From an optimization exercise on the open Yosys and OpenROAD flow, aimed at small area, a short achievable clock period and few clock cycles; shortcuts taken in it are not production practice. In this exercise RTL edits were held to simulation tests only and were not proved equivalent to the original.

===== flow/constraint.sdc =====
create_clock -name core_clock -period 10.0 [get_ports {clk}]
set_input_delay 2.0000 -clock core_clock [delete_from_list [all_inputs] [get_ports {clk}]]
set_output_delay 2.0000 -clock core_clock [all_outputs]
set_load 0.01 [all_outputs]

===== flow/config.mk =====
export PLATFORM = sky130hd
export DESIGN_NAME = cpce_aes256_cbc
export DESIGN_NICKNAME = cpce_aes256_cbc
export VERILOG_FILES = /design/flow/design.v
export SDC_FILE = /design/flow/constraint.sdc
export NUM_CORES = 4
export LEC_CHECK = 0
export CAP_MARGIN = 20
export CORE_MARGIN = 2
export CORE_UTILIZATION = 45
export PLACE_DENSITY = 0.55
export SLEW_MARGIN = 20

===== flow/run.sh =====
#!/bin/bash
# synth_recipe.tcl (not shown) runs the flow's synth.tcl, then flattens the netlist and writes it again
# the make line also repeats each setting of config.mk as NAME=value (left out here)
make -C /OpenROAD-flow-scripts/flow DESIGN_CONFIG=/design/flow/config.mk WORK_HOME=/design/flow/orfs CLKGATE_MAP_FILE= SYNTH_SCRIPT=/design/flow/synth_recipe.tcl finish

===== flow/design.v =====
module aes_sbox (
    input  wire [7:0] a,
    input  wire       dec,
    output wire [7:0] y
);
    function [3:0] m4;   
        input [3:0] p, q;
        reg [6:0] t;
        begin
            t = ({3'b0, p} & {7{q[0]}}) ^ ({2'b0, p, 1'b0} & {7{q[1]}}) ^
                ({1'b0, p, 2'b0} & {7{q[2]}}) ^ ({p, 3'b0} & {7{q[3]}});
            m4 = {t[3] ^ t[4], t[2] ^ t[4], t[1] ^ t[4] ^ t[6], t[0] ^ t[4] ^ t[5]};
        end
    endfunction
    function [3:0] i4;   
        input [3:0] p;
        case (p)
            4'd0: i4 = 4'd0;
            4'd1: i4 = 4'd1;
            4'd2: i4 = 4'd15;
            4'd3: i4 = 4'd10;
            4'd4: i4 = 4'd8;
            4'd5: i4 = 4'd6;
            4'd6: i4 = 4'd5;
            4'd7: i4 = 4'd9;
            4'd8: i4 = 4'd4;
            4'd9: i4 = 4'd7;
            4'd10: i4 = 4'd3;
            4'd11: i4 = 4'd14;
            4'd12: i4 = 4'd13;
            4'd13: i4 = 4'd12;
            4'd14: i4 = 4'd11;
            4'd15: i4 = 4'd2;
        endcase
    endfunction
    wire [7:0] xe, xd, x;
    assign xe[0] = a[0] ^ a[1] ^ a[4] ^ a[5] ^ a[6];
    assign xe[1] = a[1] ^ a[6];
    assign xe[2] = a[4] ^ a[5] ^ a[6] ^ a[7];
    assign xe[3] = a[1] ^ a[3] ^ a[4] ^ a[5] ^ a[6];
    assign xe[4] = a[4] ^ a[5] ^ a[6];
    assign xe[5] = a[1] ^ a[2] ^ a[3] ^ a[4] ^ a[6] ^ a[7];
    assign xe[6] = a[2] ^ a[3] ^ a[5] ^ a[7];
    assign xe[7] = a[1] ^ a[4] ^ a[6] ^ a[7];
    assign xd[0] = ~(a[1] ^ a[3] ^ a[4]);
    assign xd[1] = a[5] ^ a[6];
    assign xd[2] = a[0] ^ a[2] ^ a[5] ^ a[7];
    assign xd[3] = a[0] ^ a[1] ^ a[3] ^ a[4] ^ a[7];
    assign xd[4] = a[0] ^ a[1] ^ a[2] ^ a[4] ^ a[5] ^ a[6] ^ a[7];
    assign xd[5] = ~(a[0] ^ a[1] ^ a[2] ^ a[3] ^ a[6] ^ a[7]);
    assign xd[6] = ~(a[0] ^ a[4] ^ a[5] ^ a[6]);
    assign xd[7] = a[3] ^ a[4] ^ a[5] ^ a[6];
    assign x = dec ? xd : xe;
    wire [3:0] h = x[7:4], l = x[3:0];
    wire [3:0] hl2, l2;
    assign hl2[0] = h[1];
    assign l2[0] = l[0] ^ l[2];
    assign hl2[1] = h[1] ^ h[2];
    assign l2[1] = l[2] ^ l[3];
    assign hl2[2] = h[0] ^ h[1];
    assign l2[2] = l[1] ^ l[2];
    assign hl2[3] = h[1] ^ h[3];
    assign l2[3] = l[2];
    wire [3:0] d  = hl2 ^ l2 ^ m4(h, l);
    wire [3:0] di = i4(d);
    wire [7:0] v  = {m4(h, di), m4(h ^ l, di)};
    wire [7:0] ye, yd;
    assign ye[0] = ~(v[0] ^ v[2] ^ v[5] ^ v[6]);
    assign ye[1] = ~(v[0] ^ v[1] ^ v[7]);
    assign ye[2] = v[0] ^ v[1] ^ v[2] ^ v[3] ^ v[4] ^ v[5] ^ v[7];
    assign ye[3] = v[0] ^ v[2] ^ v[5] ^ v[7];
    assign ye[4] = v[0] ^ v[1] ^ v[2] ^ v[5];
    assign ye[5] = ~(v[1] ^ v[4] ^ v[5] ^ v[7]);
    assign ye[6] = ~(v[4] ^ v[5] ^ v[7]);
    assign ye[7] = v[2] ^ v[3] ^ v[5] ^ v[6];
    assign yd[0] = v[0] ^ v[5] ^ v[6];
    assign yd[1] = v[4] ^ v[5] ^ v[6];
    assign yd[2] = v[3] ^ v[6] ^ v[7];
    assign yd[3] = v[3] ^ v[5] ^ v[6];
    assign yd[4] = v[1] ^ v[2] ^ v[4] ^ v[7];
    assign yd[5] = v[2] ^ v[4] ^ v[5] ^ v[6] ^ v[7];
    assign yd[6] = v[1] ^ v[4] ^ v[5] ^ v[6];
    assign yd[7] = v[2] ^ v[4];
    assign y = dec ? yd : ye;
endmodule
module aes_sbox_fwd (
    input  wire [7:0] a,
    output wire [7:0] y
);
    function [3:0] m4;   
        input [3:0] p, q;
        reg [6:0] t;
        begin
            t = ({3'b0, p} & {7{q[0]}}) ^ ({2'b0, p, 1'b0} & {7{q[1]}}) ^
                ({1'b0, p, 2'b0} & {7{q[2]}}) ^ ({p, 3'b0} & {7{q[3]}});
            m4 = {t[3] ^ t[4], t[2] ^ t[4], t[1] ^ t[4] ^ t[6], t[0] ^ t[4] ^ t[5]};
        end
    endfunction
    function [3:0] i4;   
        input [3:0] p;
        case (p)
            4'd0: i4 = 4'd0;
            4'd1: i4 = 4'd1;
            4'd2: i4 = 4'd15;
            4'd3: i4 = 4'd10;
            4'd4: i4 = 4'd8;
            4'd5: i4 = 4'd6;
            4'd6: i4 = 4'd5;
            4'd7: i4 = 4'd9;
            4'd8: i4 = 4'd4;
            4'd9: i4 = 4'd7;
            4'd10: i4 = 4'd3;
            4'd11: i4 = 4'd14;
            4'd12: i4 = 4'd13;
            4'd13: i4 = 4'd12;
            4'd14: i4 = 4'd11;
            4'd15: i4 = 4'd2;
        endcase
    endfunction
    wire [7:0] x;
    assign x[0] = a[0] ^ a[1] ^ a[5] ^ a[7];
    assign x[1] = a[1] ^ a[4] ^ a[5];
    assign x[2] = a[1] ^ a[2] ^ a[3] ^ a[7];
    assign x[3] = a[3] ^ a[4] ^ a[5] ^ a[6];
    assign x[4] = a[4] ^ a[5] ^ a[6];
    assign x[5] = a[1] ^ a[2] ^ a[3] ^ a[4] ^ a[6] ^ a[7];
    assign x[6] = a[2] ^ a[3] ^ a[5] ^ a[7];
    assign x[7] = a[1] ^ a[4] ^ a[6] ^ a[7];
    wire [3:0] h = x[7:4], l = x[3:0];
    wire [3:0] hl2, l2;
    assign hl2[0] = h[1] ^ h[3];
    assign l2[0] = l[0] ^ l[2];
    assign hl2[1] = h[3];
    assign l2[1] = l[2] ^ l[3];
    assign hl2[2] = h[2] ^ h[3];
    assign l2[2] = l[1] ^ l[2];
    assign hl2[3] = h[0] ^ h[3];
    assign l2[3] = l[2];
    wire [3:0] d  = hl2 ^ l2 ^ m4(h, l);
    wire [3:0] di = i4(d);
    wire [7:0] v  = {m4(h, di), m4(h ^ l, di)};
    assign y[0] = ~(v[0] ^ v[2] ^ v[4] ^ v[6]);
    assign y[1] = ~(v[0] ^ v[1] ^ v[5] ^ v[6]);
    assign y[2] = v[0] ^ v[1] ^ v[2] ^ v[3] ^ v[5] ^ v[6] ^ v[7];
    assign y[3] = v[0] ^ v[2] ^ v[4] ^ v[7];
    assign y[4] = v[0] ^ v[1] ^ v[2];
    assign y[5] = ~(v[1] ^ v[5] ^ v[7]);
    assign y[6] = ~(v[4] ^ v[5] ^ v[7]);
    assign y[7] = v[2] ^ v[3] ^ v[4] ^ v[6] ^ v[7];
endmodule
module aes_round (
    input  wire [127:0] s,
    input  wire         dec,
    input  wire [127:0] kx,
    input  wire [127:0] kn,
    output wire [127:0] y,
    output wire [127:0] u
);
    wire [127:0] sb;
    wire [127:0] x;
    wire [127:0] v;
    wire [127:0] mc;
    function [7:0] xtime;
        input [7:0] a;
        xtime = {a[6:0], 1'b0} ^ (a[7] ? 8'h1b : 8'h00);
    endfunction
    genvar i, c;
    generate
        for (i = 0; i < 16; i = i + 1) begin : g_sub
            aes_sbox u_sbox (.a(s[127-8*i -: 8]), .dec(dec), .y(sb[127-8*i -: 8]));
        end
        for (i = 0; i < 16; i = i + 1) begin : g_shift
            assign x[127-8*i -: 8] = sb[127-8*((i%4) + 4*(((i/4) + (i%4)) % 4)) -: 8];
        end
    endgenerate
    assign u = x ^ kx;
    generate
        for (c = 0; c < 4; c = c + 1) begin : g_mix
            wire [7:0] a0 = u[127-8*(4*c+0) -: 8];
            wire [7:0] a1 = u[127-8*(4*c+1) -: 8];
            wire [7:0] a2 = u[127-8*(4*c+2) -: 8];
            wire [7:0] a3 = u[127-8*(4*c+3) -: 8];
            wire [7:0] e02 = xtime(xtime(a0 ^ a2));
            wire [7:0] e13 = xtime(xtime(a1 ^ a3));
            wire [7:0] b0 = dec ? a0 ^ e02 : a0;
            wire [7:0] b1 = dec ? a1 ^ e13 : a1;
            wire [7:0] b2 = dec ? a2 ^ e02 : a2;
            wire [7:0] b3 = dec ? a3 ^ e13 : a3;
            wire [7:0] t  = b0 ^ b1 ^ b2 ^ b3;
            assign mc[127-8*(4*c+0) -: 8] = b0 ^ t ^ xtime(b0 ^ b1);
            assign mc[127-8*(4*c+1) -: 8] = b1 ^ t ^ xtime(b1 ^ b2);
            assign mc[127-8*(4*c+2) -: 8] = b2 ^ t ^ xtime(b2 ^ b3);
            assign mc[127-8*(4*c+3) -: 8] = b3 ^ t ^ xtime(b3 ^ b0);
        end
    endgenerate
    assign y = mc ^ kn;
endmodule
module aes_colrev (
    input  wire [127:0] a,
    output wire [127:0] y
);
    assign y = {a[127:96], a[31:0], a[63:32], a[95:64]};
endmodule
module aes256_key_step (
    input  wire [255:0] w,
    input  wire         bwd,
    input  wire [3:0]   idx,
    output wire [255:0] wn
);
    wire [31:0] last  = bwd ? w[159:128] : w[31:0];
    wire [31:0] sw_in = idx[0] ? last : {last[23:0], last[31:24]};
    wire [31:0] sw;
    reg  [7:0]  rcon;
    aes_sbox_fwd u_s0 (.a(sw_in[31:24]), .y(sw[31:24]));
    aes_sbox_fwd u_s1 (.a(sw_in[23:16]), .y(sw[23:16]));
    aes_sbox_fwd u_s2 (.a(sw_in[15:8]),  .y(sw[15:8]));
    aes_sbox_fwd u_s3 (.a(sw_in[7:0]),   .y(sw[7:0]));
    always @(*) begin
        case (idx[3:1])
            3'd1:    rcon = 8'h01;
            3'd2:    rcon = 8'h02;
            3'd3:    rcon = 8'h04;
            3'd4:    rcon = 8'h08;
            3'd5:    rcon = 8'h10;
            3'd6:    rcon = 8'h20;
            3'd7:    rcon = 8'h40;
            default: rcon = 8'h00;
        endcase
    end
    wire [31:0] t = idx[0] ? sw : (sw ^ {rcon, 24'h0});
    wire [31:0] f0 = w[255:224] ^ t;
    wire [31:0] f1 = w[223:192] ^ f0;
    wire [31:0] f2 = w[191:160] ^ f1;
    wire [31:0] f3 = w[159:128] ^ f2;
    wire [31:0] b0 = w[127:96] ^ t;
    wire [31:0] b1 = w[95:64]  ^ w[127:96];
    wire [31:0] b2 = w[63:32]  ^ w[95:64];
    wire [31:0] b3 = w[31:0]   ^ w[63:32];
    assign wn = bwd ? {b0, b1, b2, b3, w[255:128]} : {w[127:0], f0, f1, f2, f3};
endmodule
module cpce_aes256_cbc (
    input  wire         clk,
    input  wire         rst,
    input  wire         cmd_valid,
    output wire         cmd_ready,
    input  wire [1:0]   cmd_op,
    input  wire [255:0] cmd_key,
    input  wire [127:0] cmd_data,
    output reg          res_valid,
    output wire [127:0] res_data
);
    localparam OP_INIT = 2'd0;
    localparam OP_ENC  = 2'd1;
    localparam OP_DEC  = 2'd2;
    localparam OP_ZERO = 2'd3;
    localparam S_IDLE = 2'd0;
    localparam S_RUN  = 2'd1;
    localparam S_PREP = 2'd2;
    reg  [1:0]   state;
    reg  [3:0]   rnd;        
    reg          dec;        
    reg          bwd;        
    reg          kmode;      
    reg          ivp;        
    reg          after_dec;  
    reg  [127:0] st;         
    reg  [127:0] chain;      
    reg  [127:0] cx;         
    reg  [255:0] kb;         
    reg  [255:0] kw;         
    wire run      = (state == S_RUN);
    wire last_enc = (rnd == 4'd14);
    wire last_dec = (rnd == 4'd0);
    wire last     = dec ? last_dec : last_enc;
    wire [255:0] kw_step;
    aes256_key_step u_key (.w(kw), .bwd(bwd), .idx(rnd + 4'd1), .wn(kw_step));
    wire [127:0] kd;
    aes_colrev u_kd (.a(kw[255:128]), .y(kd));
    wire [127:0] kx = dec ? kd : (last_enc ? kw[127:0] : 128'h0);
    wire [127:0] kn = dec ? 128'h0 : kw[127:0];
    wire [127:0] y;          
    wire [127:0] u;          
    aes_round u_round (.s(st), .dec(dec), .kx(kx), .kn(kn), .y(y), .u(u));
    wire [127:0] u_nat;
    aes_colrev u_un (.a(u), .y(u_nat));
    wire op_key = (cmd_op == OP_INIT) || (cmd_op == OP_ZERO);
    wire op_enc = (cmd_op == OP_ENC);
    wire op_dec = (cmd_op == OP_DEC);
    assign cmd_ready = (state == S_IDLE) ? (op_key || (op_enc && !kmode) || (op_dec && kmode)) :
                       run ? (op_key || (last && op_enc && !kmode)) : 1'b0;
    assign res_data  = chain;
    wire accept = cmd_valid && cmd_ready;
    wire need_prep = cmd_valid && ((op_enc && kmode) || (op_dec && !kmode));
    wire [127:0] chsel = ivp ? cx : (run ? u : (after_dec ? cx : chain));
    wire [127:0] enc_in = cmd_data ^ chsel ^ kb[255:128];
    wire [127:0] dec_in;
    aes_colrev u_din (.a(cmd_data ^ kb[127:0]), .y(dec_in));
    wire prep_done = bwd ? (rnd == 4'd1) : (rnd == 4'd13);
    always @(posedge clk) begin
        if (run && !last) st <= y;
        else              st <= op_enc ? enc_in : dec_in;
        res_valid <= 1'b0;
        if (rst) begin
            state     <= S_IDLE;
            kmode     <= 1'b0;
            ivp       <= 1'b0;
            after_dec <= 1'b0;
            chain     <= 128'h0;
            kb        <= 256'h0;
        end else begin
            case (state)
                S_RUN: begin
                    kw <= kw_step;
                    if (dec) begin
                        rnd <= rnd - 4'd1;
                        if (rnd == 4'd1)
                            kw[255:128] <= kw_step[255:128] ^ chain;
                    end else begin
                        rnd <= rnd + 4'd1;
                    end
                    if (last) begin
                        state     <= S_IDLE;
                        chain     <= dec ? u_nat : u;
                        res_valid <= 1'b1;
                        after_dec <= dec;
                    end
                end
                S_PREP: begin
                    kw <= kw_step;
                    if (bwd) rnd <= rnd - 4'd1;
                    else     rnd <= rnd + 4'd1;
                    if (prep_done) begin
                        kb    <= kw_step;
                        kmode <= ~kmode;
                        state <= S_IDLE;
                    end
                end
                default: begin  
                    if (ivp || after_dec) chain <= cx;
                    ivp       <= 1'b0;
                    after_dec <= 1'b0;
                    if (need_prep) begin
                        state <= S_PREP;
                        kw    <= kb;
                        bwd   <= kmode;
                        rnd   <= kmode ? 4'd13 : 4'd1;
                    end
                end
            endcase
            if (accept) begin
                if (op_key) begin
                    kb    <= (cmd_op == OP_INIT) ? cmd_key : 256'h0;
                    cx    <= (cmd_op == OP_INIT) ? cmd_data : 128'h0;
                    kmode <= 1'b0;
                    ivp   <= 1'b1;
                end else begin
                    state     <= S_RUN;
                    ivp       <= 1'b0;
                    after_dec <= 1'b0;
                    kw        <= kb;
                    dec       <= op_dec;
                    bwd       <= op_dec;
                    rnd       <= op_dec ? 4'd13 : 4'd1;
                    if (op_dec) begin
                        cx    <= cmd_data;
                        chain <= chsel;
                    end
                end
            end
        end
    end
endmodule

==> impl_results.md, run 1 <==
- Critical Path End Type: flop
- Worst-Margin Slew: 1.40 ns
- Yosys reg bits: 908
- Post-synth top cells: 1,922 x xnor2_1, 1,666 x nor2_1, 1,214 x nand2_1
- Overflow after GRT: 0
- Core Rows: 184
- Clock tree sinks: 908
- Largest area contributor in the netlist: xnor2_1
- Min setup slack post-route: -0.0173 ns
- Later-pin clock latency in the skew report: 0.91 ns
- Pre-antenna DRT Iters: 9
- CTS tree: done
- Layout cell share with drive strength beyond 1: 0.0787
- Share of the clock period used by the worst path: 1.00
- Layout Check Fails: setup timing
- Initial Utilization: 0.451
- Final Wtd Congestion: 1.16
- Final net count: 14,400
- Routed via count: 118,000
- Slew headroom: 0.0635
- Max Slew Vio Count: 0
- Initial DRC count: 20,200
- WL per Instance: 37.3 microns
- Mapped Cells: 13,700
- Full die area: 255,000 sq um
- Die height: 505 microns
- Initial antenna violation count: 114
- Width of the die: 505 microns
- Post-Place Cell Area: 122,000 sq um
- CTS H-tree depth: 3
- Element type at the critical path start: flop
- Yosys top cell area share: 0.149
- Core Area: 251,000 sq um
- Clock Tree Root: clkbuf_16
- RSZ-0062 raised after global routing: no
- Synth unique cells: 128
- Syn Area/Cell: 8.23 sq um
- DRT antenna net count: 0
- Clk_skew: 0.0826 ns
- MaxCap Viol Count: 0
- Drt drc: 0
- Area grow syn2layout: 12.5%
- Ranking of synthesized cells by area: xnor2_1 15%, edfxtp_1 10%, dfxtp_1 9.2%
- Via-to-Cell Ratio: 6.77
- Setup TNS: -0.0173 ns
- Pin count of the biggest net entering global routing: 195
- Synth Cell Area: 113,000 sq um
- Synthesized net count: 14,300
- Detailed placement HPWL: 490,000 microns
- Final instance area: 127,000 sq um
- Vias in the first global route: 104,000
- Ys Warns: 5
- Final std cells w/o fill: 17,400
- Final WL: 650,000 microns
- WP data required: 10.76 ns
- First-pass GRT wire length: 872,000 microns
- F_max: 99.8 MHz
- Hold Path Class: reg -> reg
- CP Class: reg -> reg
- CTS Buffer Depth: 3
- Endpoints failing setup: 1
- Cts bufs inserted: 117
- Status: complete, but fails checks
- Seq/Total Area, Yosys: 0.195
- Tmin final: 10.02 ns
- Port Buffer Count: 518
- DP Cell Count: 17,100
- EDFF count, synth: 390
- WP data arrival: 10.77 ns
- Most common cell in the netlist: xnor2_1
- # IOs: 519
- Critical path peak fanout: 12
- Final hold violations: 0
- All-layer global routing usage: 0.485
- Synth async-reset ratio: 0
- CTS clk-pin slew, worst paths: 0.07 ns
- Post-synth top flop: dfxtp_1
## registers in the layout (all words and copies together) (netlist names), 2 cells and up
signal	cells
kb	256
cx	128
st	128
state	2
chain	128
kw	256
rnd	4
## cell usage in the layout, fill, tap and decap left out, types with 117 or more instances in the layout
master,n
xnor2_1,1905
a221oi_1,170
xor2_1,1041
o21ai_0,483
nand2_1,1208
edfxtp_1,390
diode_2,118
o211ai_1,141
nor2_1,1656
o22a_1,129
o22ai_1,345
inv_1,213
a31oi_1,259
buf_4,439
nor2b_1,229
nor3_1,154
nand3_1,172
a21oi_1,946
a211oi_1,328
clkdlybuf4s50_1,517
clkbuf_16,117
a22oi_1,129
mux2i_1,366
xnor3_1,362
ha_1,197
dfxtp_1,513
## what timing repair did
item / 4_1_cts / 5_1_grt
setup endpoints to repair: 1 / 39
hold buffers: 0 / 0
gates resized for setup: 1 / 16
hold endpoints to repair: 0 / 0
setup buffers: 0 / 7
## logic make-up after synthesis
kind of cell             after synthesis  share of synthesized area
AND/OR/NAND/NOR                     3931                      0.152
adder cells (fa/ha/maj)              206                     0.0227
flip-flops                           908                      0.195
buffers and inverters               1254                     0.0451
multiplexers                         487                     0.0488
AO/OA/AOI/OAI                       3426                      0.197
XOR/XNOR                            3534                      0.338
## final cells by class
| cell class | count | area (sq um) |
|---|---|---|
| Multi-Input combinational cell | 11600 | 86500 |
| Tap cell | 3348 | 4190 |
| Clock inverter | 57 | 821 |
| Timing Repair Buffer | 989 | 9090 |
| Clock buffer | 167 | 3360 |
| Antenna cell | 118 | 295 |
| Inverter | 243 | 942 |
| Sequential cell | 908 | 22100 |
| Fill cell | 23700 | 123000 |
## through the flow
| step | hold slack, ns | util | setup slack, ns |
|---|---|---|---|
| after floorplan | 0.480 | - | 0.0255 |
| after global placement | 0.532 | 0.488 | 0.0979 |
| after detailed placement | 0.556 | 0.488 | -0.0824 |
| after CTS | 0.564 | 0.505 | 0.0299 |
| after global routing | 0.579 | 0.507 | 0.00596 |
| final | 0.571 | 0.508 | -0.0173 |
## worst max-delay path, cell delays in order (launching register included)
cell	delay, ns
edfxtp_1	1.17
mux4_2	0.67
xor2_1	0.11
buf_4	0.19
xnor2_1	0.71
ha_1	0.31
xnor2_1	0.14
xnor2_1	0.16
xnor2_1	0.13
xnor2_1	0.50
inv_1	0.20
or3_1	0.41
a31oi_1	0.85
nand2_1	0.16
xor2_1	0.22
xnor2_1	0.34
xnor2_1	0.27
xor2_1	0.71
xor2_1	0.76
xor2_1	0.56
xor2_1	0.18
nor2_1	0.51
xnor2_1	0.22
a211oi_1	0.12
a31oi_1	0.18
nor2_1	0.05
## routing by layer
layer | wire [microns] | global-route usage
met1 | 245000 | 0.609
met2 | 237000 | 0.613
met3 | 115000 | 0.287
met4 | 51900 | 0.309
met5 | 912 | 0.0133
## path summary, 6_finish.rpt
| kind | startpoint | endpoint | slack, ns | cells past startpoint |
|---|---|---|---|---|
| max | kw[153] | kb[3] | -0.02 | 25 |
| min | state[0] | state[0] | 0.57 | 2 |
| max reg2reg | kw[153] | kb[3] | -0.02 | 25 |
| min reg2reg | state[0] | state[0] | 0.57 | 2 |
Testbench counts, summed over its fixed seeds: cycles 13,848.
==> inputs of run 2 (changes only) <==
--- a/flow/design.v
+++ b/flow/design.v
@@ -207,14 +207,12 @@
     input  wire [3:0]   idx,
     output wire [255:0] wn
 );
-    wire [31:0] last  = bwd ? w[159:128] : w[31:0];
-    wire [31:0] sw_in = idx[0] ? last : {last[23:0], last[31:24]};
     wire [31:0] sw;
     reg  [7:0]  rcon;
-    aes_sbox_fwd u_s0 (.a(sw_in[31:24]), .y(sw[31:24]));
-    aes_sbox_fwd u_s1 (.a(sw_in[23:16]), .y(sw[23:16]));
-    aes_sbox_fwd u_s2 (.a(sw_in[15:8]),  .y(sw[15:8]));
-    aes_sbox_fwd u_s3 (.a(sw_in[7:0]),   .y(sw[7:0]));
+    aes_sbox_fwd u_s0 (.a(w[31:24]), .y(sw[31:24]));
+    aes_sbox_fwd u_s1 (.a(w[23:16]), .y(sw[23:16]));
+    aes_sbox_fwd u_s2 (.a(w[15:8]),  .y(sw[15:8]));
+    aes_sbox_fwd u_s3 (.a(w[7:0]),   .y(sw[7:0]));
     always @(*) begin
         case (idx[3:1])
             3'd1:    rcon = 8'h01;
@@ -227,16 +225,17 @@
             default: rcon = 8'h00;
         endcase
     end
-    wire [31:0] t = idx[0] ? sw : (sw ^ {rcon, 24'h0});
-    wire [31:0] f0 = w[255:224] ^ t;
-    wire [31:0] f1 = w[223:192] ^ f0;
-    wire [31:0] f2 = w[191:160] ^ f1;
-    wire [31:0] f3 = w[159:128] ^ f2;
-    wire [31:0] b0 = w[127:96] ^ t;
-    wire [31:0] b1 = w[95:64]  ^ w[127:96];
-    wire [31:0] b2 = w[63:32]  ^ w[95:64];
-    wire [31:0] b3 = w[31:0]   ^ w[63:32];
-    assign wn = bwd ? {b0, b1, b2, b3, w[255:128]} : {w[127:0], f0, f1, f2, f3};
+    wire [31:0] t = idx[0] ? sw : ({sw[23:0], sw[31:24]} ^ {rcon, 24'h0});
+    wire [31:0] h0 = w[255:224];
+    wire [31:0] h1 = w[223:192];
+    wire [31:0] h2 = w[191:160];
+    wire [31:0] h3 = w[159:128];
+    wire [31:0] tf = bwd ? 32'h0 : t;
+    wire [31:0] n0 = h0 ^ t;
+    wire [31:0] n1 = (h1 ^ h0) ^ tf;
+    wire [31:0] n2 = (h2 ^ h1 ^ (bwd ? 32'h0 : h0)) ^ tf;
+    wire [31:0] n3 = (h3 ^ h2 ^ (bwd ? 32'h0 : h1 ^ h0)) ^ tf;
+    assign wn = {w[127:0], n0, n1, n2, n3};
 endmodule
 module cpce_aes256_cbc (
     input  wire         clk,
@@ -275,7 +274,7 @@
     wire [255:0] kw_step;
     aes256_key_step u_key (.w(kw), .bwd(bwd), .idx(rnd + 4'd1), .wn(kw_step));
     wire [127:0] kd;
-    aes_colrev u_kd (.a(kw[255:128]), .y(kd));
+    aes_colrev u_kd (.a(kw[127:0]), .y(kd));
     wire [127:0] kx = dec ? kd : (last_enc ? kw[127:0] : 128'h0);
     wire [127:0] kn = dec ? 128'h0 : kw[127:0];
     wire [127:0] y;          
@@ -294,7 +293,7 @@
     wire [127:0] chsel = ivp ? cx : (run ? u : (after_dec ? cx : chain));
     wire [127:0] enc_in = cmd_data ^ chsel ^ kb[255:128];
     wire [127:0] dec_in;
-    aes_colrev u_din (.a(cmd_data ^ kb[127:0]), .y(dec_in));
+    aes_colrev u_din (.a(cmd_data ^ kb[255:128]), .y(dec_in));
     wire prep_done = bwd ? (rnd == 4'd1) : (rnd == 4'd13);
     always @(posedge clk) begin
         if (run && !last) st <= y;
@@ -314,7 +313,7 @@
                     if (dec) begin
                         rnd <= rnd - 4'd1;
                         if (rnd == 4'd1)
-                            kw[255:128] <= kw_step[255:128] ^ chain;
+                            kw[127:0] <= kw_step[127:0] ^ chain;
                     end else begin
                         rnd <= rnd + 4'd1;
                     end
@@ -330,7 +329,7 @@
                     if (bwd) rnd <= rnd - 4'd1;
                     else     rnd <= rnd + 4'd1;
                     if (prep_done) begin
-                        kb    <= kw_step;
+                        kb    <= {kw_step[127:0], kw_step[255:128]};
                         kmode <= ~kmode;
                         state <= S_IDLE;
                     end
--- a/flow/config.mk
+++ b/flow/config.mk
@@ -7,6 +7,7 @@
 export LEC_CHECK = 0
 export CAP_MARGIN = 20
 export CORE_MARGIN = 2
-export CORE_UTILIZATION = 45
-export PLACE_DENSITY = 0.55
+export CORE_UTILIZATION = 55
+export PLACE_DENSITY = 0.65
+export SETUP_SLACK_MARGIN = 0.3
 export SLEW_MARGIN = 20
==> run 2 against run 1 <==
  * Now clean on timing, DRC and antenna
  * Sequential cell count stayed put
  * Count of clock-buffer cells in the layout is 14 lower
  * Design area fell by 5.2%
  * First-iteration DRC count fell by 6.9%
  * Hold slack worse by 0.043 ns
  * Utilization is 10 points higher
  * Synthesized area fell by 3.7%
  * Critical path depth rose by 2
==> impl_results.md, run 2 <==
- Die height: 449 microns (-11%)
- CP Class: reg -> reg
- Synth async-reset ratio: 0 (unchanged)
- CP top delay family: XOR/XNOR gates
- Core Rows: 163 (-11%)
- Reg-to-reg slack, setup: 0.51 ns (+0.53 ns)
- F_max: 105 MHz (+5.6%)
- Initial DRC count: 18,800 (-6.9%)
- Most common cell in the netlist: xnor2_1
- Yosys top cell area share: 0.177 (+0.0284)
- Tmin final: 9.49 ns (-0.532 ns)
- Overflow after GRT: 0 (unchanged)
- Seq/Total Area, Yosys: 0.203 (+0.00751)
- RSZ-0062 raised after global routing: yes
- CP bufs+invs: 3 (+1)
- Initial antenna violation count: 52 (-54%)
- Area grow syn2layout: 10.7%
- Post-synth top flop: dfxtp_1
- CP dominant cell by count: xnor2_1
- Syn Area/Cell: 8.24 sq um (+0.14%)
- Most common cell after layout, fill and taps aside: xnor2_1
- Pre-antenna DRT Iters: 10 (+1)
- WL per Instance: 33.8 microns (-9.6%)
- Synth Cell Area: 109,000 sq um (-3.7%)
- Largest area contributor in the netlist: xnor2_1
- Ranking of synthesized cells by area: xnor2_1 18%, edfxtp_1 11%, dfxtp_1 9.5%
- Critical path's slowest cell: xnor2_1
- Final WL: 540,000 microns (-17%)
- Hold Path Class: reg -> reg
- # IOs: 519 (unchanged)
- Port Buffer Count: 518 (unchanged)
- Routed via count: 109,000 (-7.5%)
- Max Slew Vio Count: 0 (unchanged)
- Clock tree sinks: 908 (unchanged)
- Later-pin clock latency in the skew report: 0.84 ns (-0.07 ns)
- Clk_skew: 0.0398 ns (-0.0428 ns)
- Core Area: 197,000 sq um (-21%)
- WP data required: 10.73 ns (-0.03 ns)
- Dpl ws: 0.311 ns (+0.393 ns)
- Commonest non-fill, non-tap cells in the layout: 2,183 x xnor2_1, 1,646 x nand2_1, 1,107 x nor2_1
- Drt drc: 0 (unchanged)
- Critical path peak fanout: 22 (+10)
- Layout cell share with drive strength beyond 1: 0.0791 (+0.000353)
- Worst-Margin Slew: 1.32 ns (-0.0800 ns)
- FF+latch area: 22,100 sq um (about the same)
- Endpoints failing setup: 0 (-1)
- Multi-input gate area: 82,300 sq um (-4.8%)
- Final net count: 13,800 (-4.4%)
- Initial Utilization: 0.553 (+0.102)
- Hold Slack: 0.528 ns (-0.0431 ns)
- CTS Hold Bufs: 0 (unchanged)
- EDFF count, synth: 390 (unchanged)
- Post-synth top cells: 2,204 x xnor2_1, 1,655 x nand2_1, 1,118 x nor2_1
- CTS H-tree depth: 3 (unchanged)
- CTS clk-pin slew, worst paths: 0.07 ns (about the same)
- Pin count of the biggest net entering global routing: 173 (-11%)
- Yosys reg bits: 908 (unchanged)
- Element type at the critical path start: flop
- Status: finished clean
- Detailed placement HPWL: 405,000 microns (-17%)
- Width of the die: 449 microns (-11%)
- All-layer global routing usage: 0.510 (+0.0247)
- Mapped Cells: 13,200 (-3.8%)
- WP data arrival: 10.21 ns (-0.56 ns)
- Slew headroom: 0.114 (+0.0502)
- Critical Path End Type: flop
- Clock Tree Root: clkbuf_16
- Largest registers: kb x256, kw x256
- Synth unique cells: 148 (+16%)
- Synthesized net count: 13,800 (-3.7%)
- CTS tree: done
- CTS Buffer Depth: 3 (unchanged)
- First-pass GRT wire length: 745,000 microns (-15%)
- Post-Place Cell Area: 116,000 sq um (-5.1%)
- Fill count: 17,300 (-27%)
- Ys Warns: 5 (unchanged)
- MaxCap Viol Count: 0 (unchanged)
- Min setup slack post-route: 0.514 ns (+0.532 ns)
- Vias in the first global route: 98,700 (-5.2%)
- Full die area: 202,000 sq um (-21%)
- Via-to-Cell Ratio: 6.83 (+0.80%)
- DRT antenna net count: 0 (unchanged)
- Final hold violations: 0 (unchanged)
- Cts bufs inserted: 110 (-6.0%)
- Final instance area: 121,000 sq um (-5.2%)
- Slowest cell delay on critical path: 0.80 ns (-0.37 ns)
- Final Wtd Congestion: 1.12 (-3.5%)
- Share of the clock period used by the worst path: 0.949 (-0.0532)
==> run 2: tightest hold or removal path, stage by stage, from the launching register on <==
cell and delay (ns):
dfxtp_1 0.34, nand2_1 0.06, a311oi_1 0.08
==> run 2: worst paths after layout <==
path / start / to / cells after the start
worst max-delay path: dec / st[107] / 27
worst min-delay path: kb[201] / kb[201] / 2
worst max register to register: dec / st[107] / 27
worst min register to register: kb[201] / kb[201] / 2
==> run 2: area by class of cell <==
type / count / share of cell area
Multi-Input combinational cell: 11100 / 0.683
Clock inverter: 55 / 0.00577
Sequential cell: 908 / 0.183
Timing Repair Buffer: 860 / 0.0663
Antenna cell: 36 / 0.000747
Tap cell: 2640 / 0.0274
Clock buffer: 153 / 0.0262
Inverter: 243 / 0.00778
==> run 2: cells by family after synthesis <==
family	synth area share
AND/OR/NAND/NOR	0.153
XOR/XNOR	0.326
AO/OA/AOI/OAI	0.186
buffers and inverters	0.0473
flip-flops	0.203
multiplexers	0.0612
adder cells (fa/ha/maj)	0.0237
==> run 2: through the flow <==
stage | instances | TNS [ns] | util
CTS | 15900 | 0 | 0.609
global placement | 15700 | -0.132 | 0.589
finish | 16000 | 0 | 0.612
floorplan | 13200 | 0 | -
detailed placement | 15700 | 0 | 0.590
global route | 16000 | 0 | 0.612
==> run 2: timing repair <==
item | in CTS | in global routing
pin swaps | 0 | 1
endpoints found under the setup margin | 3 | 50
resized for setup | 3 | 48
setup buffers | 0 | 9
==> run 2: per-layer routing <==
layer / GRT usage / vias up / wire length [microns]
li1: - / 46100 / -
met1: 0.633 / 52300 / 194000
met2: 0.673 / 8678 / 203000
met3: 0.239 / 1889 / 87900
met4: 0.385 / 52 / 52800
met5: 0.0253 / - / 1190
Testbench counts of run 2, summed over its fixed seeds: cycles 13,848.
==> inputs of run 3 (changes only) <==
--- a/flow/design.v
+++ b/flow/design.v
@@ -322,6 +322,12 @@
                         chain     <= dec ? u_nat : u;
                         res_valid <= 1'b1;
                         after_dec <= dec;
+                        if (need_prep) begin
+                            state <= S_PREP;
+                            kw    <= kb;
+                            bwd   <= kmode;
+                            rnd   <= kmode ? 4'd13 : 4'd1;
+                        end
                     end
                 end
                 S_PREP: begin
--- a/flow/config.mk
+++ b/flow/config.mk
@@ -7,7 +7,7 @@
 export LEC_CHECK = 0
 export CAP_MARGIN = 20
 export CORE_MARGIN = 2
-export CORE_UTILIZATION = 55
-export PLACE_DENSITY = 0.65
-export SETUP_SLACK_MARGIN = 0.3
+export CORE_UTILIZATION = 60
+export PLACE_DENSITY = 0.7
+export SETUP_SLACK_MARGIN = 1.5
 export SLEW_MARGIN = 20
==> run 3 against run 2 <==
  * Register-to-register slack gained 0.97 ns
  * Sequential share of layout area shrank 0.96 points
  * Hold slack lost 0.0070 ns
  * Die area down 4.8%
  * Highest routed layer unchanged
  * Non-clock buffer count grew 156
  * Clock skew grew 0.0020 ns
  * Global-route usage up 4.9 points
  * Synthesized cell count rose by 6.1%
  * Still clean
  * First-iteration DRC count grew 22%
  * Critical path depth shrank 3
  * Via count up 10%
  * Routed wire length is 4.8% higher
==> impl_results.md, run 3 <==
- Status: finished clean
- Via-to-Cell Ratio: 7.21 (+5.6%)
- Worst-Margin Slew: 1.39 ns (+0.0682 ns)
- Multi-input gate area: 88,200 sq um (+7.2%)
- F_max: 117 MHz (+11%)
- Tmin final: 8.51 ns (-0.972 ns)
- Largest area contributor in the netlist: xnor2_1
- Final std cells w/o fill: 16,700 (+4.5%)
- Max Slew Vio Count: 0 (unchanged)
- CTS Buffer Depth: 3 (unchanged)
- Endpoints failing setup: 0 (unchanged)
- Post-synth top cells: 1,805 x xnor2_1, 1,793 x nand2_1, 1,388 x a21oi_1
- FF+latch area: 22,200 sq um (+0.32%)
- Ys Warns: 5 (unchanged)
- EDFF count, synth: 390 (unchanged)
- Final Wtd Congestion: 1.15 (+2.1%)
- Share of the clock period used by the worst path: 0.851 (-0.0972)
- Clock tree sinks: 908 (unchanged)
- Pin count of the biggest net entering global routing: 189 (+9.2%)
- Initial antenna violation count: 57 (+9.6%)
- Final WL: 565,000 microns (+4.8%)
- Critical path peak fanout: 12 (-45%)
- Synth Cell Area: 113,000 sq um (+3.9%)
- Post-synth top flop: dfxtp_1
- Die height: 438 microns (-2.4%)
- Reg2reg start: kw[27]
- Hold Path Class: reg -> reg
- Critical Path End Type: flop
- Clock Tree Root: clkbuf_16
- Cts bufs inserted: 108 (-1.8%)
- Largest registers: kb x256, kw x256
- Mapped Cells: 14,000 (+6.1%)
- Clk_skew: 0.0418 ns (+0.00203 ns)
- Syn Area/Cell: 8.07 sq um (-2.1%)
- CTS tree: done
- RSZ-0062 raised after global routing: yes
- Detailed placement HPWL: 409,000 microns (+0.99%)
- First-pass GRT wire length: 782,000 microns (+5.0%)
- All-layer global routing usage: 0.559 (+0.0492)
- MaxCap Viol Count: 0 (unchanged)
- Routed via count: 120,000 (+10%)
- Yosys top cell area share: 0.140 (-0.0375)
- Most common cell after layout, fill and taps aside: nand2_1
- Slew headroom: 0.0723 (-0.0414)
- Core Rows: 159 (-2.5%)
- Setup TNS: 0 ns (unchanged)
- Synth unique cells: 140 (-5.4%)
- Dpl ws: 0.399 ns (+0.0883 ns)
- Most common cell in the netlist: xnor2_1
- CTS clk-pin slew, worst paths: 0.06 ns (about the same)
- Area grow syn2layout: 12.9%
- Fill count: 15,300 (-12%)
- Seq/Total Area, Yosys: 0.195 (-0.00753)
- HP Start: kb[88]
- # IOs: 519 (unchanged)
- Drt drc: 0 (unchanged)
- Hold Slack: 0.521 ns (-0.00697 ns)
- Final hold violations: 0 (unchanged)
- Initial Utilization: 0.603 (+0.0501)
- Width of the die: 438 microns (-2.4%)
- Vias in the first global route: 108,000 (+9.6%)
- Core Area: 188,000 sq um (-4.8%)
- Initial DRC count: 22,900 (+22%)
- Core Util, Final: 0.680 (+0.0685)
- Commonest non-fill, non-tap cells in the layout: 1,781 x nand2_1, 1,676 x xnor2_1, 1,374 x a21oi_1
- Overflow after GRT: 0 (unchanged)
- Ranking of synthesized cells by area: xnor2_1 14%, edfxtp_1 10%, dfxtp_1 9.2%
- DP Cell Count: 16,300 (+3.5%)
- Full die area: 192,000 sq um (-4.8%)
- WL per Instance: 33.9 microns (+0.26%)
- Min setup slack post-route: 1.49 ns (+0.972 ns)
- Later-pin clock latency in the skew report: 0.86 ns (+0.02 ns)
- WP data arrival: 9.23 ns (-0.98 ns)
- Final net count: 14,600 (+6.0%)
- Layout cell share with drive strength beyond 1: 0.110 (+0.0314)
- WP data required: 10.71 ns (-0.02 ns)
- Yosys reg bits: 908 (unchanged)
- CTS H-tree depth: 3 (unchanged)
- Port Buffer Count: 518 (unchanged)
- Worst Setup SP: kw[27]
- Synth async-reset ratio: 0 (unchanged)
- Synthesized net count: 14,600 (+5.8%)
- Pre-antenna DRT Iters: 22 (+12)
- DRT antenna net count: 0 (unchanged)
- CP Class: reg -> reg
- Element type at the critical path start: flop
[run 3: cell types whose count changed in the layout (fill, tap and decap cells not counted), moves of 148 or more]
cell	before	now
a21oi_1	847	1374
xnor2_1	2183	1676
mux2i_1	490	227
o21ai_0	544	807
a221oi_1	185	33
buf_4	323	471
[run 3: stage by stage]
step | cell area (sq um)
finish | 128000
global route | 128000
CTS | 125000
detailed placement | 120000
global placement | 120000
floorplan | 113000
[run 3: worst max-delay path: stages, from the launching register on]
cell and delay, ns:
edfxtp_1 0.33, buf_4 0.35, xnor3_1 0.49, xnor2_1 0.57, ha_1 0.28, xnor2_1 0.09, xnor2_1 0.46, xor2_2 0.47
xnor2_1 0.27, inv_1 0.12, ha_1 0.31, mux4_2 0.58, nand2_1 0.14, xnor3_1 0.40, xnor3_1 0.45, xnor2_1 0.27
xor2_1 0.42, nand2_1 0.10, nand2_1 0.49, xor2_1 0.51, nor2_1 0.11, xnor2_1 0.51, a31oi_1 0.19, o221ai_1 0.23
o221a_2 0.20
[run 3: routing by layer]
layer  track usage  routed length (microns)  part of all wire  vias to the layer above
met5        0.0598                     1770            0.0031                        -
met3         0.338                   107000              0.19                     2891
met1         0.662                   190000              0.34                    56900
met4         0.421                    58100              0.10                       48
li1              -                        -                 -                    49300
met2         0.718                   208000              0.37                    11200
[run 3: area by class of cell]
type                            instances  area share
Antenna cell                           69     0.00135
Clock buffer                          165      0.0251
Clock inverter                         40     0.00387
Inverter                              252     0.00771
Multi-Input combinational cell      11800       0.691
Sequential cell                       908       0.174
Tap cell                             2495      0.0245
Timing Repair Buffer                 1016      0.0726
Timing Repair inverter                  1   0.0000686
[run 3: logic make-up after synthesis]
kind of cell,after synthesis,share of synthesized area
AO/OA/AOI/OAI,3892,0.217
XOR/XNOR,3232,0.322
adder cells (fa/ha/maj),203,0.0225
buffers and inverters,1362,0.0494
flip-flops,908,0.195
multiplexers,352,0.0340
AND/OR/NAND/NOR,4072,0.160
[run 3: path summary, 6_finish.rpt]
path	to	slack [ns]	cells past startpoint
max	kw[39]	1.49	24
min	kb[88]	0.52	2
max reg2reg	kw[39]	1.49	24
min reg2reg	kb[88]	0.52	2
[run 3: timing repair]
action                     in CTS  in global routing
hold buffers                    0                  0
resized for setup             152                316
setup endpoints to repair     128                195
pin swaps                      19                 60
buffers inserted               39                102
gates cloned                    2                  2
Testbench counts of run 3, summed over its fixed seeds: cycles 13,759.
==> inputs of run 4 (changes only) <==
--- a/flow/config.mk
+++ b/flow/config.mk
@@ -7,7 +7,7 @@
 export LEC_CHECK = 0
 export CAP_MARGIN = 20
 export CORE_MARGIN = 2
-export CORE_UTILIZATION = 60
-export PLACE_DENSITY = 0.7
+export CORE_UTILIZATION = 52
+export PLACE_DENSITY = 0.62
 export SETUP_SLACK_MARGIN = 1.5
 export SLEW_MARGIN = 20
==> run 4 against run 3 <==
  * Synthesized area stayed put
  * Critical path depth increased by 2
  * Critical endpoint is now kw[58]
  * Hold slack lost 0.00090 ns
  * Synthesized cell count unchanged
  * Fmax up 0.20%
  * Final cell count increased by 2.2%
  * Setup slack better by 0.017 ns
  * Non-clock buffer count increased by 25
==> impl_results.md, run 4 <==
- CTS tree: done
- CP Class: reg -> reg
- Die height: 470 microns (+7.3%)
- WP data arrival: 9.10 ns (-0.13 ns)
- Synthesized net count: 14,600 (unchanged)
- Slew headroom: 0.0584 (-0.0140)
- Final net count: 14,700 (+0.21%)
- Mapped Cells: 14,000 (unchanged)
- Post-synth top flop: dfxtp_1
- Syn Area/Cell: 8.07 sq um (unchanged)
- Pin count of the biggest net entering global routing: 187 (-1.1%)
- Seq/Total Area, Yosys: 0.195 (unchanged)
- Largest registers: kb x256, kw x256
- EDFF count, synth: 390 (unchanged)
- Final Wtd Congestion: 1.12 (-2.4%)
- # IOs: 519 (unchanged)
- Area grow syn2layout: 14.0%
- CTS clk-pin slew, worst paths: 0.06 ns (about the same)
- Port Buffer Count: 518 (unchanged)
- WP data required: 10.60 ns (-0.11 ns)
- Synth async-reset ratio: 0 (unchanged)
- Core Area: 217,000 sq um (+16%)
- Routed via count: 118,000 (-2.2%)
- Yosys reg bits: 908 (unchanged)
- Fill count: 19,200 (+25%)
- Dpl ws: 0.358 ns (-0.0411 ns)
- F_max: 118 MHz (+0.20%)
- WL per Instance: 34.6 microns (+2.2%)
- Commonest non-fill, non-tap cells in the layout: 1,782 x nand2_1, 1,663 x xnor2_1, 1,371 x a21oi_1
- Overflow after GRT: 0 (unchanged)
- Post-synth top cells: 1,805 x xnor2_1, 1,793 x nand2_1, 1,388 x a21oi_1
- Endpoints failing setup: 0 (unchanged)
- Synth unique cells: 140 (unchanged)
- Critical Path End Type: flop
- Clock Tree Root: clkbuf_16
- Layout cell share with drive strength beyond 1: 0.115 (+0.00410)
- Cts bufs inserted: 111 (+2.8%)
- CTS Buffer Depth: 3 (unchanged)
- All-layer global routing usage: 0.505 (-0.0543)
- CTS H-tree depth: 3 (unchanged)
- Initial Utilization: 0.522 (-0.0810)
- Most common cell in the netlist: xnor2_1
- Tmin final: 8.50 ns (-0.0169 ns)
- Largest area contributor in the netlist: xnor2_1
- Max Slew Vio Count: 0 (unchanged)
- Final WL: 590,000 microns (+4.4%)
- Full die area: 221,000 sq um (+15%)
- DRT antenna net count: 0 (unchanged)
- Drt drc: 0 (unchanged)
- Width of the die: 470 microns (+7.3%)
- First-pass GRT wire length: 806,000 microns (+3.1%)
- Hold Path Class: reg -> reg
- Final hold violations: 0 (unchanged)
- Clock tree sinks: 908 (unchanged)
- Yosys top cell area share: 0.140 (unchanged)
- Worst-Margin Slew: 1.41 ns (+0.0243 ns)
- Clk_skew: 0.0755 ns (+0.0337 ns)
- Ranking of synthesized cells by area: xnor2_1 14%, edfxtp_1 10%, dfxtp_1 9.2%
- RSZ-0062 raised after global routing: yes
- Element type at the critical path start: flop
- Setup TNS: 0 ns (unchanged)
- Ys Warns: 5 (unchanged)
- FF+latch area: 22,100 sq um (-0.12%)
- Initial antenna violation count: 59 (+3.5%)
- Core Rows: 171 (+7.5%)
- Min setup slack post-route: 1.50 ns (+0.0169 ns)
- Later-pin clock latency in the skew report: 0.86 ns (about the same)
- MaxCap Viol Count: 0 (unchanged)
- Pre-antenna DRT Iters: 11 (-50%)
- Initial DRC count: 20,800 (-9.0%)
- Multi-input gate area: 88,700 sq um (+0.52%)
- Synth Cell Area: 113,000 sq um (unchanged)
- Share of the clock period used by the worst path: 0.850 (-0.00169)
- Vias in the first global route: 107,000 (-1.5%)
- Most common cell after layout, fill and taps aside: nand2_1
- Via-to-Cell Ratio: 6.90 (-4.3%)
- Critical path peak fanout: 10 (-2)
- Status: finished clean
- Detailed placement HPWL: 436,000 microns (+6.5%)
[run 4: worst paths after layout]
path | startpoint | depth (start not counted) | slack (ns) | end
worst max-delay path | kw[23] | 26 | 1.50 | kw[58]
worst min-delay path | kb[32] | 2 | 0.52 | kb[32]
worst max register to register | kw[23] | 26 | 1.50 | kw[58]
worst min register to register | kb[32] | 2 | 0.52 | kb[32]
[run 4: cell type report]
cell class | count | share of cell area
timing repair buffer | 1041 | 0.0748
clock buffer | 163 | 0.0255
antenna | 36 | 0.000699
timing repair inverter | 1 | 0.0000679
multi-input combinational | 11800 | 0.688
tap | 2854 | 0.0277
sequential | 908 | 0.172
inverter | 252 | 0.00758
clock inverter | 49 | 0.00381
[run 4: routing by layer]
metal | global-route usage | routed length (microns) | up-vias
li1 | - | - | 49300
met1 | 0.643 | 216000 | 56600
met2 | 0.658 | 222000 | 9699
met3 | 0.253 | 102000 | 2005
met4 | 0.333 | 49700 | 34
met5 | 0.00216 | 335 | -
[run 4: cells by family (layout without fill, tap and decap cells)]
kind of cell	after synthesis	after routing	synth area share
compound gates	3892	3893	0.217
xor+xnor	3232	3234	0.322
fa+ha+maj	203	203	0.0225
buf+inv	1362	1506	0.0494
flops	908	908	0.195
mux	352	352	0.0340
other cells	0	36	0
simple gates	4072	4072	0.160
[run 4: timing repair]
action / CTS / global route
gates cloned: 3 / 8
gates resized for setup: 208 / 333
hold buffers: 0 / 0
setup buffers: 21 / 113
pin swaps: 24 / 69
endpoints found under the setup margin: 141 / 154
[run 4: stage by stage]
step	hold WS (ns)	area (sq um)	util	std cells
floorplan	0.481	113000	-	14000
global placement	0.497	121000	0.556	16700
detailed placement	0.509	121000	0.556	16700
CTS	0.517	126000	0.580	16900
global route	0.537	129000	0.594	17000
finish	0.520	129000	0.595	17100
[run 4: critical path, cell delays in order (launching register included)]
cell and delay [ns]:
edfxtp_1 0.99, xnor2_2 0.28, xnor2_1 0.21, buf_4 0.19, inv_1 0.12, ha_1 0.21, xnor3_1 0.36, xnor2_1 0.20
xnor2_1 0.16, xnor3_1 0.38, ha_1 0.38, mux2i_1 0.09, mux2i_1 0.62, nor2b_1 0.14, xnor2_1 0.17, xnor2_1 0.36
xnor2_1 0.15, xnor2_1 0.45, xnor3_1 0.46, xor2_1 0.18, nor2_1 0.09, a21oi_1 0.12, xnor2_1 0.73, nor2_1 0.16
xnor2_2 0.53, o221ai_1 0.25, a22o_1 0.25
==> inputs of run 5 (changes only) <==
--- a/flow/config.mk
+++ b/flow/config.mk
@@ -9,5 +9,5 @@
 export CORE_MARGIN = 2
 export CORE_UTILIZATION = 52
 export PLACE_DENSITY = 0.62
-export SETUP_SLACK_MARGIN = 1.5
+export SETUP_SLACK_MARGIN = 2.0
 export SLEW_MARGIN = 20
==> run 5 against run 4 <==
  * Still clean on timing, DRC and antenna
  * Global-route usage increased by 1.1 points
  * Via count rose by 2.1%
  * Synthesized area is the same
  * Register-to-register slack better by 0.45 ns
  * Hold slack gained 0.00059 ns
  * Largest cell class unchanged
==> impl_results.md, run 5 <==
- Pin count of the biggest net entering global routing: 180 (-3.7%)
- Share of the clock period used by the worst path: 0.804 (-0.0452)
- Initial antenna violation count: 58 (-1.7%)
- Setup TNS: 0 ns (unchanged)
- Multi-input gate area: 90,900 sq um (+2.5%)
- Synth Area in Compound Gates: 0.217 (unchanged)
- CTS Buffer Depth: 3 (unchanged)
- Most common cell in the netlist: xnor2_1
- MaxCap Viol Count: 0 (unchanged)
- CTS H-tree depth: 3 (unchanged)
- Synth async-reset ratio: 0 (unchanged)
- Adder-Cell Fraction of Synth Area: 0.0225 (unchanged)
- F_max: 124 MHz (+5.6%)
- Clock Tree Root: clkbuf_16
- WP data arrival: 8.79 ns (-0.31 ns)
- Clock tree sinks: 908 (unchanged)
- CP dominant cell by count: buf_4
- Largest area contributor in the netlist: xnor2_1
- Fill count: 18,600 (-2.7%)
- Post-synth top flop: dfxtp_1
- # IOs: 519 (unchanged)
- Synth Cell Area: 113,000 sq um (unchanged)
- Xor-xnor portion of the synthesized cell area: 0.322 (unchanged)
- WP data required: 10.74 ns (+0.14 ns)
- Later-pin clock latency in the skew report: 0.87 ns (about the same)
- Width of the die: 470 microns (unchanged)
- Via-to-Cell Ratio: 6.93 (+0.42%)
- Area grow syn2layout: 18.2%
- Slowest cell delay on critical path: 0.48 ns (-0.51 ns)
- Yosys top cell area share: 0.140 (unchanged)
- Slew headroom: 0.131 (+0.0723)
- Critical path's slowest cell: xnor3_1
- Largest family of logic cells by synthesized area: XOR/XNOR gates
- Cell depth of the worst flop-to-flop path: 32 (+23%)
- Die height: 470 microns (unchanged)
- DRT antenna net count: 0 (unchanged)
- Synth unique cells: 140 (unchanged)
- Reg-to-reg slack, setup: 1.96 ns (+0.45 ns)
- Reg2reg end: st[45]
- Drt drc: 0 (unchanged)
- Critical path peak fanout: 12 (+2)
- Core Area: 217,000 sq um (unchanged)
- Seq/Total Area, Yosys: 0.195 (unchanged)
- Initial Utilization: 0.522 (unchanged)
- Synth Area in Simple Gates: 0.160 (unchanged)
- Initial DRC count: 21,700 (+4.4%)
- RSZ-0062 raised after global routing: yes
- Reg2reg start: dec
- Detailed placement HPWL: 438,000 microns (+0.55%)
- Hold Path End: kb[68]
- Ys Warns: 5 (unchanged)
- Hold depth: 2 (unchanged)
- First-pass GRT wire length: 823,000 microns (+2.1%)
- Full die area: 221,000 sq um (unchanged)
- All-layer global routing usage: 0.516 (+0.0110)
- Core Rows: 171 (unchanged)
- WL per Instance: 34.8 microns (+0.69%)
- EDFF count, synth: 390 (unchanged)
- Final Wtd Congestion: 1.10 (-2.0%)
- Endpoints failing setup: 0 (unchanged)
- Most common cell after layout, fill and taps aside: nand2_1
- HP Start: kb[68]
- CTS Hold Bufs: 0 (unchanged)
- Synthesized net count: 14,600 (unchanged)
- Clk_skew: 0.0509 ns (-0.0246 ns)
- CTS tree: done
- Max Slew Vio Count: 0 (unchanged)
- Worst-Margin Slew: 1.30 ns (-0.108 ns)
- CP Class: reg -> reg
- Commonest non-fill, non-tap cells in the layout: 1,770 x nand2_1, 1,549 x xnor2_1, 1,373 x a21oi_1
- Layout cell share with drive strength beyond 1: 0.154 (+0.0392)
- Hold Path Class: reg -> reg
- Final WL: 604,000 microns (+2.4%)
- Syn Area/Cell: 8.07 sq um (unchanged)
- Multiplexer share of the synthesized area: 0.0340 (unchanged)
- Worst Setup SP: dec
- Final net count: 14,900 (+1.8%)
- Post-synth top cells: 1,805 x xnor2_1, 1,793 x nand2_1, 1,388 x a21oi_1
- Mapped Cells: 14,000 (unchanged)
- FF+latch area: 22,300 sq um (+0.51%)
- Routed via count: 120,000 (+2.1%)
- Overflow after GRT: 0 (unchanged)
- Ranking of synthesized cells by area: xnor2_1 14%, edfxtp_1 10%, dfxtp_1 9.2%
- Final hold violations: 0 (unchanged)
- Yosys reg bits: 908 (unchanged)
- Vias in the first global route: 108,000 (+1.6%)
- Tmin final: 8.04 ns (-0.452 ns)
- Pre-antenna DRT Iters: 12 (+1)
- CTS clk-pin slew, worst paths: 0.06 ns (about the same)
- Cts bufs inserted: 114 (+2.7%)
- Port Buffer Count: 518 (unchanged)
- Critical Path End Type: flop
- Status: finished clean
- Element type at the critical path start: flop
- Largest registers: kb x256, kw x256
run 5: cell counts after synthesis:
Identical to the previous run, type by type.
run 5: final cells by class:
type                    instances  share of cell area
well taps                    2854              0.0267
clock inverters                36             0.00351
repair buffers               1308              0.0886
inverters                     252             0.00741
multi-input cells           11800               0.680
flip-flops and latches        908               0.167
clock buffers                 180              0.0257
diodes                         59             0.00110
run 5: kinds of logic after synthesis:
| logic type | after synthesis |
|---|---|
| AND/OR/NAND/NOR | 4072 |
| XOR/XNOR | 3232 |
| adder cells (fa/ha/maj) | 203 |
| multiplexers | 352 |
| AO/OA/AOI/OAI | 3892 |
| buffers and inverters | 1362 |
| flip-flops | 908 |
run 5: repair_timing:
action / in CTS / in global routing
gates cloned: 9 / 2
endpoints found under the setup margin: 256 / 250
pin swaps: 78 / 184
gates resized for setup: 419 / 558
buffers inserted: 96 / 260
run 5: metrics by stage:
| stage | setup WS, ns | util | hold WS [ns] | cells | cell area (sq um) |
|---|---|---|---|---|---|
| after floorplan | 2.01 | - | 0.481 | 14000 | 113000 |
| after global placement | 0.322 | 0.558 | 0.502 | 16700 | 121000 |
| after detailed placement | 0.275 | 0.558 | 0.508 | 16700 | 121000 |
| after CTS | 1.90 | 0.591 | 0.517 | 17000 | 128000 |
| after global routing | 1.77 | 0.616 | 0.539 | 17300 | 133000 |
| final | 1.96 | 0.617 | 0.521 | 17300 | 134000 |
run 5: layer usage:
metal  wire length [microns]  track usage
met1                  215000        0.636
met2                  224000        0.668
met3                  110000        0.295
met4                   53800        0.347
met5                     417      0.00368
run 5: worst max-delay path by stage:
stage          slack (ns)  cells after the start     end
4_1_cts              1.90                     29  st[84]
2_1_floorplan        2.01                     33  st[60]
5_1_grt              1.77                     29  st[84]
3_5_place_dp         0.27                     26  st[71]
6_report             1.96                     32  st[45]
3_3_place_gp         0.32                     26  st[71]
run 5: critical path, delay by kind of cell (launching register included):
family                     cells  cell delay (ns)
DFF                            1             0.46
and+or+nand+nor                5             0.77
xor gates and xnor gates      13             3.84
buffers and inverters          8             1.48
adders and majority gates      1             0.25
AOI/OAI and AO/OA              5             1.12
==> inputs of run 6 (changes only) <==
--- a/flow/config.mk
+++ b/flow/config.mk
@@ -9,5 +9,5 @@
 export CORE_MARGIN = 2
 export CORE_UTILIZATION = 52
 export PLACE_DENSITY = 0.62
-export SETUP_SLACK_MARGIN = 2.0
+export SETUP_SLACK_MARGIN = 2.4
 export SLEW_MARGIN = 20
==> run 6 against run 5 <==
  * Non-clock buffer count is 422 higher
  * Setup slack better by 0.26 ns
  * Routed wire length fell by 0.58%
  * Critical endpoint is now st[52]
  * Count of clock-buffer cells in the layout fell by 15
==> impl_results.md, run 6 <==
- # IOs: 519 (unchanged)
- Yosys top cell area share: 0.140 (unchanged)
- WP data arrival: 8.48 ns (-0.31 ns)
- Slowest cell delay on critical path: 0.56 ns (+0.08 ns)
- Ranking of synthesized cells by area: xnor2_1 14%, edfxtp_1 10%, dfxtp_1 9.2%
- Critical path peak fanout: 7 (-5)
- CTS clk-pin slew, worst paths: 0.07 ns (about the same)
- First-pass GRT wire length: 813,000 microns (-1.2%)
- Port Buffer Count: 518 (unchanged)
- Critical path's slowest cell: xnor3_2
- Element type at the critical path start: flop
- Later-pin clock latency in the skew report: 0.88 ns (about the same)
- CP Class: reg -> reg
- Setup TNS: 0 ns (unchanged)
- Max Slew Vio Count: 0 (unchanged)
- Detailed placement HPWL: 427,000 microns (-2.5%)
- Core Area: 217,000 sq um (unchanged)
- Largest registers: kb x256, kw x256
- Full die area: 221,000 sq um (unchanged)
- Via-to-Cell Ratio: 6.88 (-0.78%)
- Initial DRC count: 21,000 (-3.1%)
- Post-synth top flop: dfxtp_1
- DRT antenna net count: 0 (unchanged)
- Routed via count: 122,000 (+1.6%)
- Slew headroom: 0.0944 (-0.0363)
- CTS tree: done
- Drt drc: 0 (unchanged)
- CTS Buffer Depth: 3 (unchanged)
- Synth Cell Area: 113,000 sq um (unchanged)
- Post-Place Cell Area: 121,000 sq um (about the same)
- CTS Hold Bufs: 0 (unchanged)
- Final hold violations: 0 (unchanged)
- Clk_skew: 0.0814 ns (+0.0305 ns)
- CP bufs+invs: 6 (-2)
- Synth async-reset ratio: 0 (unchanged)
- Syn Area/Cell: 8.07 sq um (unchanged)
- MaxCap Viol Count: 0 (unchanged)
- Final instance area: 141,000 sq um (+5.9%)
- Ys Warns: 5 (unchanged)
- Synthesized net count: 14,600 (unchanged)
- Final Wtd Congestion: 1.12 (+2.7%)
- CP top delay family: XOR/XNOR gates
- Die height: 470 microns (unchanged)
- Commonest non-fill, non-tap cells in the layout: 1,743 x nand2_1, 1,447 x xnor2_1, 1,350 x a21oi_1
- Initial Utilization: 0.522 (unchanged)
- Largest area contributor in the netlist: xnor2_1
- F_max: 129 MHz (+3.4%)
- Clock Tree Root: clkbuf_16
- WL per Instance: 33.8 microns (-2.9%)
- Post-synth top cells: 1,805 x xnor2_1, 1,793 x nand2_1, 1,388 x a21oi_1
- Endpoints failing setup: 0 (unchanged)
- Core Rows: 171 (unchanged)
- Core Util, Final: 0.653 (+0.0362)
- Most common cell after layout, fill and taps aside: nand2_1
- Share of the clock period used by the worst path: 0.778 (-0.0264)
- Pin count of the biggest net entering global routing: 191 (+6.1%)
- Area grow syn2layout: 25.1%
- Clock tree sinks: 908 (unchanged)
- Yosys reg bits: 908 (unchanged)
- Most common cell in the netlist: xnor2_1
- Multi-input gate area: 95,100 sq um (+4.6%)
- Overflow after GRT: 0 (unchanged)
- Final net count: 15,400 (+2.8%)
- Final WL: 601,000 microns (-0.58%)
- Width of the die: 470 microns (unchanged)
- Worst-Margin Slew: 1.36 ns (+0.0544 ns)
- Hold Path Class: reg -> reg
- Mapped Cells: 14,000 (unchanged)
- EDFF count, synth: 390 (unchanged)
- Status: finished clean
- WP data required: 10.70 ns (-0.04 ns)
- Fill count: 17,800 (-4.4%)
- RSZ-0062 raised after global routing: yes
- Pre-antenna DRT Iters: 17 (+5)
- All-layer global routing usage: 0.505 (-0.0101)
- Reg-to-reg slack, setup: 2.22 ns (+0.26 ns)
- Initial antenna violation count: 53 (-8.6%)
- FF+latch area: 22,300 sq um (+0.38%)
- Critical Path End Type: flop
- Synth unique cells: 140 (unchanged)
- Cts bufs inserted: 111 (-2.6%)
- CTS H-tree depth: 3 (unchanged)
- Tmin final: 7.78 ns (-0.264 ns)
- Layout cell share with drive strength beyond 1: 0.212 (+0.0585)
- Vias in the first global route: 109,000 (+0.31%)
- Seq/Total Area, Yosys: 0.195 (unchanged)
[run 6: layer usage]
metal | up-vias | global-route usage | wire length, microns
li1 | 50700 | - | -
met1 | 58700 | 0.633 | 211000
met2 | 10300 | 0.664 | 227000
met3 | 2366 | 0.246 | 104000
met4 | 42 | 0.368 | 57200
met5 | - | 0.00238 | 646
[run 6: cells by family after synthesis]
family / count (synthesis) / synth area share
adder cells (fa/ha/maj): 203 / 0.0225
multiplexers: 352 / 0.0340
AO/OA/AOI/OAI: 3892 / 0.217
XOR/XNOR: 3232 / 0.322
buffers and inverters: 1362 / 0.0494
AND/OR/NAND/NOR: 4072 / 0.160
flip-flops: 908 / 0.195
[run 6: area by class of cell]
class | instances | share of cell area
antenna | 48 | 0.000849
clock buffer | 165 | 0.0231
clock inverter | 47 | 0.00409
inverter | 252 | 0.00708
multi-input combinational | 11800 | 0.672
sequential | 908 | 0.158
tap | 2854 | 0.0252
timing repair buffer | 1730 | 0.109
timing repair inverter | 3 | 0.000310
[run 6: worst paths after layout]
check / cells past startpoint / startpoint / endpoint
setup / recovery: 33 / dec / st[52]
hold / removal: 2 / kb[2] / kb[2]
setup reg to reg: 33 / dec / st[52]
hold reg to reg: 2 / kb[2] / kb[2]
[run 6: worst min-delay path, cell delays in order, from the launching register on]
cell and delay, ns:
dfxtp_1 0.33, nand2_1 0.07, a311oi_1 0.08
[run 6: repair_timing]
item,in CTS,in global routing
setup buffers,309,490
pin swaps,222,400
endpoints found under the setup margin,320,265
gates cloned,10,11
resized for setup,867,913
endpoints found under the hold margin,0,0
[run 6: through the flow]
step	setup WS, ns	hold WS [ns]	instances
after floorplan	2.08	0.481	14000
after global placement	0.544	0.498	16700
after detailed placement	0.308	0.506	16700
after CTS	2.24	0.520	17200
after global routing	2.10	0.542	17700
final	2.22	0.521	17800

==> separate check: timing with driven ports <==
The flow's constraints put no driver on any port. The routed layouts listed below were extracted and timed again, unchanged, in two steps. Step 1: set_driving_cell puts a clkbuf_16 on clk and a buf_2 on each other input, an assumption about the parent block. Step 2, shift: input delay + t, output delay - t, t = (earliest + latest rising clock arrival at the registers) / 2. This alone moves slack from input paths to output paths. Three values: ideal, step 1, step 2; two values: the first two.
run	t (ns)	setup WS [ns]	slew at the worst register clock pin (ns)	worst slew at a driven data input, ns	pins driven straight from the clock port
run 1	0.970	-0.017 / -0.017 / -0.017	0.07 / 0.07	0.25	1
run 2	0.922	0.514 / 0.514 / 0.514	0.07 / 0.07	0.15	1
run 3	0.933	1.486 / 1.486 / 1.486	0.08 / 0.08	0.25	1
run 4	0.925	1.503 / 1.503 / 1.503	0.08 / 0.08	0.17	1
run 5	0.950	1.955 / 1.955 / 1.955	0.07 / 0.07	0.24	1
run 6	0.948	2.219 / 2.219 / 2.219	0.08 / 0.08	0.20	1
